Source: an optimization exercise on an open RTL-to-GDS flow (aim: small area and a short achievable clock period). Production flows keep margins and buffers that such runs may drop.
In this exercise RTL edits were held to simulation tests only and were not proved equivalent to the original.
No activity file was given, so power comes from the tool's default toggle rates.

==> design.v <==
module ledsr_core (
    input  wire       clk,
    input  wire       rst,         
    input  wire       en,          
    input  wire       wr_en,       
    input  wire [7:0] wr_addr,     
    input  wire [7:0] wr_data,
    input  wire       start,       
    output wire       busy,
    output reg        pin_data,
    output reg        pin_clk,
    output reg        pin_stb
);
    localparam integer C             = 8;
    localparam integer N             = 8;
    localparam integer FIFO_DEPTH    = 8;
    localparam integer SETTLE_CYCLES = 5500;    
    reg [7:0] frame [0:N*3*C-1];
    wire [2:0] wr_led  = wr_addr[7:5];
    wire [1:0] wr_chan = wr_addr[4:3];
    wire [2:0] wr_lane = wr_addr[2:0];
    always @(posedge clk) begin
        if (wr_en && wr_chan != 2'd3)
            frame[(wr_led * 3 + wr_chan) * C + wr_lane] <= wr_data;
    end
    reg [2:0] led_i;      
    reg [1:0] chan_k;     
    reg [2:0] plane_p;    
    wire [1:0] chan_sel = (chan_k == 2'd0) ? 2'd1 :
                          (chan_k == 2'd1) ? 2'd0 : 2'd2;
    reg [7:0] lane_in [0:7];
    integer j;
    always @* begin
        for (j = 0; j < 8; j = j + 1)
            lane_in[j] = frame[(led_i * 3 + chan_sel) * C + (7 - j)];
    end
    reg [7:0] plane [0:7];
    integer p, q;
    always @* begin
        for (p = 0; p < 8; p = p + 1)
            for (q = 0; q < 8; q = q + 1)
                plane[p][q] = lane_in[q][p];
    end
    wire [31:0] feed_word = {plane[plane_p], 24'd0};
    reg [31:0] fifo_mem [0:FIFO_DEPTH-1];
    reg [2:0]  fifo_wp, fifo_rp;
    reg [3:0]  fifo_count;
    wire fifo_full  = (fifo_count == FIFO_DEPTH);
    wire fifo_empty = (fifo_count == 0);
    localparam [1:0] TX_IDLE = 2'd0, TX_FEED = 2'd1, TX_SETTLE = 2'd2;
    reg [1:0]  txs;
    reg [12:0] settle_cnt;
    wire push      = (txs == TX_FEED) && !fifo_full;
    wire last_word = (led_i == N - 1) && (chan_k == 2'd2) && (plane_p == 3'd0);
    assign busy = (txs != TX_IDLE);
    always @(posedge clk) begin
        if (rst) begin
            txs        <= TX_IDLE;
            settle_cnt <= 13'd0;
            led_i      <= 3'd0;
            chan_k     <= 2'd0;
            plane_p    <= 3'd7;
        end else begin
            case (txs)
                TX_IDLE: begin
                    if (start) begin
                        txs     <= TX_FEED;
                        led_i   <= 3'd0;
                        chan_k  <= 2'd0;
                        plane_p <= 3'd7;
                    end
                end
                TX_FEED: begin
                    if (push) begin
                        if (last_word) begin
                            txs        <= TX_SETTLE;
                            settle_cnt <= SETTLE_CYCLES - 1;
                        end else if (plane_p != 3'd0) begin
                            plane_p <= plane_p - 3'd1;
                        end else begin
                            plane_p <= 3'd7;
                            if (chan_k != 2'd2) begin
                                chan_k <= chan_k + 2'd1;
                            end else begin
                                chan_k <= 2'd0;
                                led_i  <= led_i + 3'd1;
                            end
                        end
                    end
                end
                TX_SETTLE: begin
                    if (settle_cnt == 13'd0)
                        txs <= TX_IDLE;
                    else
                        settle_cnt <= settle_cnt - 13'd1;
                end
                default: txs <= TX_IDLE;
            endcase
        end
    end
    localparam [2:0] ST_HEADER = 3'd0, ST_PULL = 3'd1,
                     ST_LOOP0  = 3'd2, ST_LOOP1 = 3'd3, ST_LOOP2 = 3'd4;
    localparam PH_L = 1'b0, PH_H = 1'b1;
    reg [2:0]  st;
    reg [2:0]  cnt;
    reg        ph;
    reg [31:0] osr;
    wire pop = en && (st == ST_PULL) && !fifo_empty;
    always @(posedge clk) begin
        if (rst) begin
            fifo_wp    <= 3'd0;
            fifo_rp    <= 3'd0;
            fifo_count <= 4'd0;
        end else begin
            if (push) begin
                fifo_mem[fifo_wp] <= feed_word;
                fifo_wp <= fifo_wp + 3'd1;
            end
            if (pop)
                fifo_rp <= fifo_rp + 3'd1;
            if (push && !pop)
                fifo_count <= fifo_count + 4'd1;
            else if (pop && !push)
                fifo_count <= fifo_count - 4'd1;
        end
    end
    always @(posedge clk) begin
        if (rst) begin
            st       <= ST_HEADER;
            cnt      <= 3'd0;
            ph       <= PH_L;
            pin_data <= 1'b0;
            pin_clk  <= 1'b0;
            pin_stb  <= 1'b0;
        end else if (en) begin
            case (st)
                ST_HEADER: begin
                    pin_data <= 1'b1;
                    pin_clk  <= 1'b0;
                    pin_stb  <= 1'b1;
                    st       <= ST_PULL;
                end
                ST_PULL: begin
                    if (!fifo_empty) begin
                        osr <= fifo_mem[fifo_rp];
                        cnt <= 3'd0;
                        ph  <= PH_L;
                        st  <= ST_LOOP0;
                    end
                end
                ST_LOOP0, ST_LOOP1, ST_LOOP2: begin
                    if (ph == PH_L) begin
                        if (st == ST_LOOP0)
                            pin_data <= 1'b1;
                        else if (st == ST_LOOP1) begin
                            pin_data <= osr[31];
                            osr      <= {osr[30:0], 1'b0};
                        end else
                            pin_data <= 1'b0;
                        pin_clk <= 1'b0;
                        pin_stb <= 1'b0;
                        ph      <= PH_H;
                    end else begin
                        pin_clk <= 1'b1;
                        ph      <= PH_L;
                        if (cnt == 3'd7) begin
                            cnt <= 3'd0;
                            st  <= (st == ST_LOOP0) ? ST_LOOP1 :
                                   (st == ST_LOOP1) ? ST_LOOP2 : ST_HEADER;
                        end else begin
                            cnt <= cnt + 3'd1;
                        end
                    end
                end
                default: st <= ST_HEADER;
            endcase
        end
    end
endmodule
==> run.sh <==
#!/bin/bash
# synth_recipe.tcl (not shown) runs the flow's synth.tcl, then flattens the netlist and writes it again
# the make line also repeats each setting of config.mk as NAME=value (left out here)
make -C /OpenROAD-flow-scripts/flow DESIGN_CONFIG=/design/flow/config.mk WORK_HOME=/design/flow/orfs CLKGATE_MAP_FILE= SYNTH_SCRIPT=/design/flow/synth_recipe.tcl finish
==> config.mk <==
export PLATFORM = sky130hd
export DESIGN_NAME = ledsr_core
export DESIGN_NICKNAME = ledsr_core
export VERILOG_FILES = /design/flow/design.v
export SDC_FILE = /design/flow/constraint.sdc
export NUM_CORES = 4
export LEC_CHECK = 0
export CAP_MARGIN = 20
export CORE_MARGIN = 2
export CORE_UTILIZATION = 40
export SLEW_MARGIN = 20
==> constraint.sdc <==
create_clock -name core_clock -period 7.0 [get_ports {clk}]
set_input_delay 1.4000 -clock core_clock [delete_from_list [all_inputs] [get_ports {clk}]]
set_output_delay 1.4000 -clock core_clock [all_outputs]
set_load 0.01 [all_outputs]
==> key figures <==
Clock tree
  • Clock Path Buffers: 3
  • Hold_buf cts: 0
  • Sink Count: 1654
  • H-tree depth: 4
  • Clock latency (worst-skew pair): 800 ps
  • Reg clk slew, reported paths: 60 ps
  • Root buf cell: clkbuf_16
  • Total CTS buffers: around 170
  • Resize count post-CTS: 0
  • CTS tree: built
  • Post-CTS Setup Bufs: 0

Timing
  • Fin. max-slew vios: 0
  • Final Hold Fails: 0
  • Worst slew pin tran: 1200 ps
  • Fmax: 189 MHz
  • Fin crit share: 0.757
  • Endpoints failing setup: 0
  • Hold slack final: 459 ps
  • RSZ-0062 raised after global routing: no
  • Tmin final: 5300 ps
  • Setup_tns: 0 ps
  • Worst rel slew slack: 0.201
  • Skew final: approximately 25 ps

Synth
  • Mapped Nets: 3227
  • Synthesis-stage register bit count: 1654
  • Top-area cell type share of the netlist area: 0.743
  • Cell area after synthesis: roughly 65000 um2
  • Most used DFF post-synth: edfxtp_1
  • Synth area leader: edfxtp_1
  • Post-synthesis async set-or-reset flop share: 0
  • Post-synth EDFFs: 1608
  • Post-Synth Simple-Gate Area: 0.0381
  • Seq/Total Area, Yosys: 0.757
  • Main combinational cell family by area after synthesis: multiplexers
  • Total number of yosys warnings: 3
  • Post-Synthesis Mean Instance Area: 20.5 um2
  • Dominant cells by area after synthesis: edfxtp_1, mux4_2, nor2_1
  • Synthesized instance count: 3176
  • Mux cell area share after synthesis: 0.161
  • Adder-cell share of the synthesized area: 0.00635
  • Synth Area in Compound Gates: 0.0191
  • XOR/XNOR Fraction of Synth Area: 0.00269
  • Post-synthesis cell type count: 64

Worst setup path
  • Crit path largest cell delay: around 1100 ps
  • Slowest CP cell: fa_4
  • WP data required: 7430 ps
  • Worst Path Buf+Inv: 1
  • CP Capture Type: flip-flop
  • Most common cell on crit path: a2111oi_0
  • Cell family with the largest share of critical-path delay: adder cells
  • Cells along the critical path: fa_1 -> ha_4 -> fa_4 -> buf_12 -> mux4_2 -> a2111oi_0 -> a2111oi_0 -> nor4_1 -> a31oi_1
  • CP Max Fanout: 61
  • Critical Path AT: 5730 ps
  • WS Path Type: reg -> reg
  • Critical Path Source Type: flip-flop

Die
  • Die Width: 407 um
  • Die area: 166000 um2
  • Die Y-Extent: 407 um
  • Core area: 161000 um2
  • Top Ports: 25
  • Row count: approximately 150
  • Initial Utilization: 0.404

Global routing
  • GRT overflow: 0
  • First-pass GRT wire length: 227 mm
  • Vias in the first global route: 32000
  • Initial antenna violation count: 3
  • GRT Resource Usage Total: 0.186
  • Largest net degree at the start of global routing: 151

Cells and area
  • Commonest non-fill, non-tap cell in the layout: edfxtp_1
  • Final Cell Area: 73400 um2
  • Layout fillers: 13300
  • Fraction of layout cells with a size suffix above 1: 0.231
  • Post-layout util: 0.456
  • Fin nets: 3314
  • Non-Filler Instances: 5563
  • Area Overhead vs Synth: 12.8%
  • Most frequent cells in the layout: edfxtp_1, mux4_2, nor2_1

Drt
  • Post-detailed-route wirelength per cell: ~28 um
  • Vias per cell: roughly 5.7
  • Drt drc: 0
  • Number of nets still failing antenna checks after routing: 0
  • DRT Pass-1 Iters: 5
  • Total wire length: 155 mm
  • Via count: 31500
  • Iter 0 DRT Violations: 3547

Placed design
  • Placed inst area: 67800 um2
  • Routability Congestion: 0.819
  • Port Buffers: 24
  • HPWL Detailed: around 90 mm
  • DP Cell Count: 5255

Run status
  • Status: finished clean

Pwr
  • Combinational power share: 0.050
  • Leak: 22.6 nW
  • Sw power: about 4.5 mW
  • P per Cell Area: 287 nW/um2
  • Sw Share: 0.213
  • P_int: 16.6 mW
  • Maximum VDD drop: approximately 0.25 mV
  • Clk network pwr share: 0.428
  • Seq pwr share: 0.522

Flow run
  • Max-Cap Viols: 0

Min path
  • HP Class: reg -> reg
==> final cells by class <==
class                      count  area [um2]  share of cell area
sequential                  1654       49200               0.671
multi-input combinational   1326       14900               0.203
clock buffer                 198        4420              0.0603
tap                         2160        2700              0.0368
clock inverter               108        1100              0.0150
timing repair buffer          97         981              0.0134
inverter                      18        68.8            0.000938
antenna                        2        5.00           0.0000682
==> synthesized netlist by cell type, types with 3 or more instances <==
master / instances
xor2_1: 12
buf_2: 52
nor2_1: 284
fa_1: 5
nor4_1: 13
a21oi_1: 55
o211ai_1: 6
mux2_2: 5
nor3_1: 27
o21ai_0: 23
o21ai_1: 9
a211oi_1: 20
a21o_1: 3
edfxtp_1: 1608
a22oi_1: 10
a31oi_1: 29
xnor2_1: 8
and3_1: 5
o22ai_1: 10
nor2b_1: 18
dfxtp_1: 46
ha_1: 25
a221oi_1: 4
nand2_1: 146
and2_1: 4
a2111oi_0: 6
nand2b_1: 11
nand3_1: 29
mux4_2: 428
nand4_1: 12
buf_6: 21
inv_1: 16
mux2i_1: 74
buf_1: 12
or3_1: 6
buf_4: 26
clkbuf_1: 67
==> cell families (layout without fill, tap and decap cells) <==
group / after synthesis / in the layout
adder cells (fa/ha/maj): 30 / 30
multiplexers: 507 / 507
flip-flops: 1654 / 1654
XOR/XNOR: 20 / 20
buffers and inverters: 196 / 421
other: 0 / 2
AO/OA/AOI/OAI: 196 / 196
AND/OR/NAND/NOR: 573 / 573
==> through the flow <==
stage	worst slack, ps	power (mW)
2_1_floorplan	2850	11.8
3_3_place_gp	1140	12.2
3_5_place_dp	1100	12.2
4_1_cts	1790	21.2
5_1_grt	1490	21.6
6_report	1700	21.0
==> state kept, by name (all words and copies together) (netlist names), 4 cells and up, named ones only <==
register,cells
fifo_count,4
fifo_mem,64
frame,1536
osr,8
settle_cnt,13
==> worst register-to-register path: stages (launching register included) <==
cell and delay [ps]:
dfxtp_1 470, fa_1 480, ha_4 190, fa_4 1130, buf_12 410, mux4_2 410
a2111oi_0 980, a2111oi_0 180, nor4_1 330, a31oi_1 360
==> metal layers <==
layer | GRT usage | wire length [um] | up-vias
met5 | 0 | 0 | -
met4 | 0.0544 | 3810 | 0
met3 | 0.0349 | 11800 | 225
met2 | 0.287 | 72300 | 1293
met1 | 0.270 | 66700 | 16700
li1 | - | - | 13200
==> power groups by stage <==
stage               clock network [mW]  logic (mW)  registers [mW]
floorplan                            0       0.586            11.2
global placement                     0        1.05            11.2
detailed placement                   0        1.06            11.2
CTS                               9.16        1.06            11.0
global route                      9.54        1.13            11.0
finish                            9.00        1.05            11.0
==> path summary, 6_finish.rpt <==
path	from	endpoint	slack (ps)	cells after the start
worst max-delay path	led_i[0]$_SDFFE_PP0P_	fifo_mem[6][24]$_DFFE_PP_	1700	9
worst min-delay path	pin_clk$_SDFFE_PP0P_	pin_clk$_SDFFE_PP0P_	460	2
worst max register to register	led_i[0]$_SDFFE_PP0P_	fifo_mem[6][24]$_DFFE_PP_	1700	9
worst min register to register	pin_clk$_SDFFE_PP0P_	pin_clk$_SDFFE_PP0P_	460	2

==> afterwards: timing with drivers on the ports <==
Ports are ideal in the flow. The routed layout listed here was re-timed in OpenROAD.
Step 1, drivers: a clkbuf_16 drives clk and a buf_2 each remaining input, both assumed.
Step 2, shift: input delay + t, output delay - t, t = (earliest + latest rising clock arrival at the registers) / 2. This alone moves slack from input paths to output paths.
Three values: ideal ports, drivers, drivers and shift; two values: the first two.
t, ns: 0.872
slack for setup (ns): 1.703 / 1.703 / 1.002
worst hold slack (ns): 0.459 / 0.459 / 0.459
After both steps setup and hold are still met in this run. For this run, drivers alone change the setup slack by 0.000 ns; drivers and shift together by -0.701 ns.
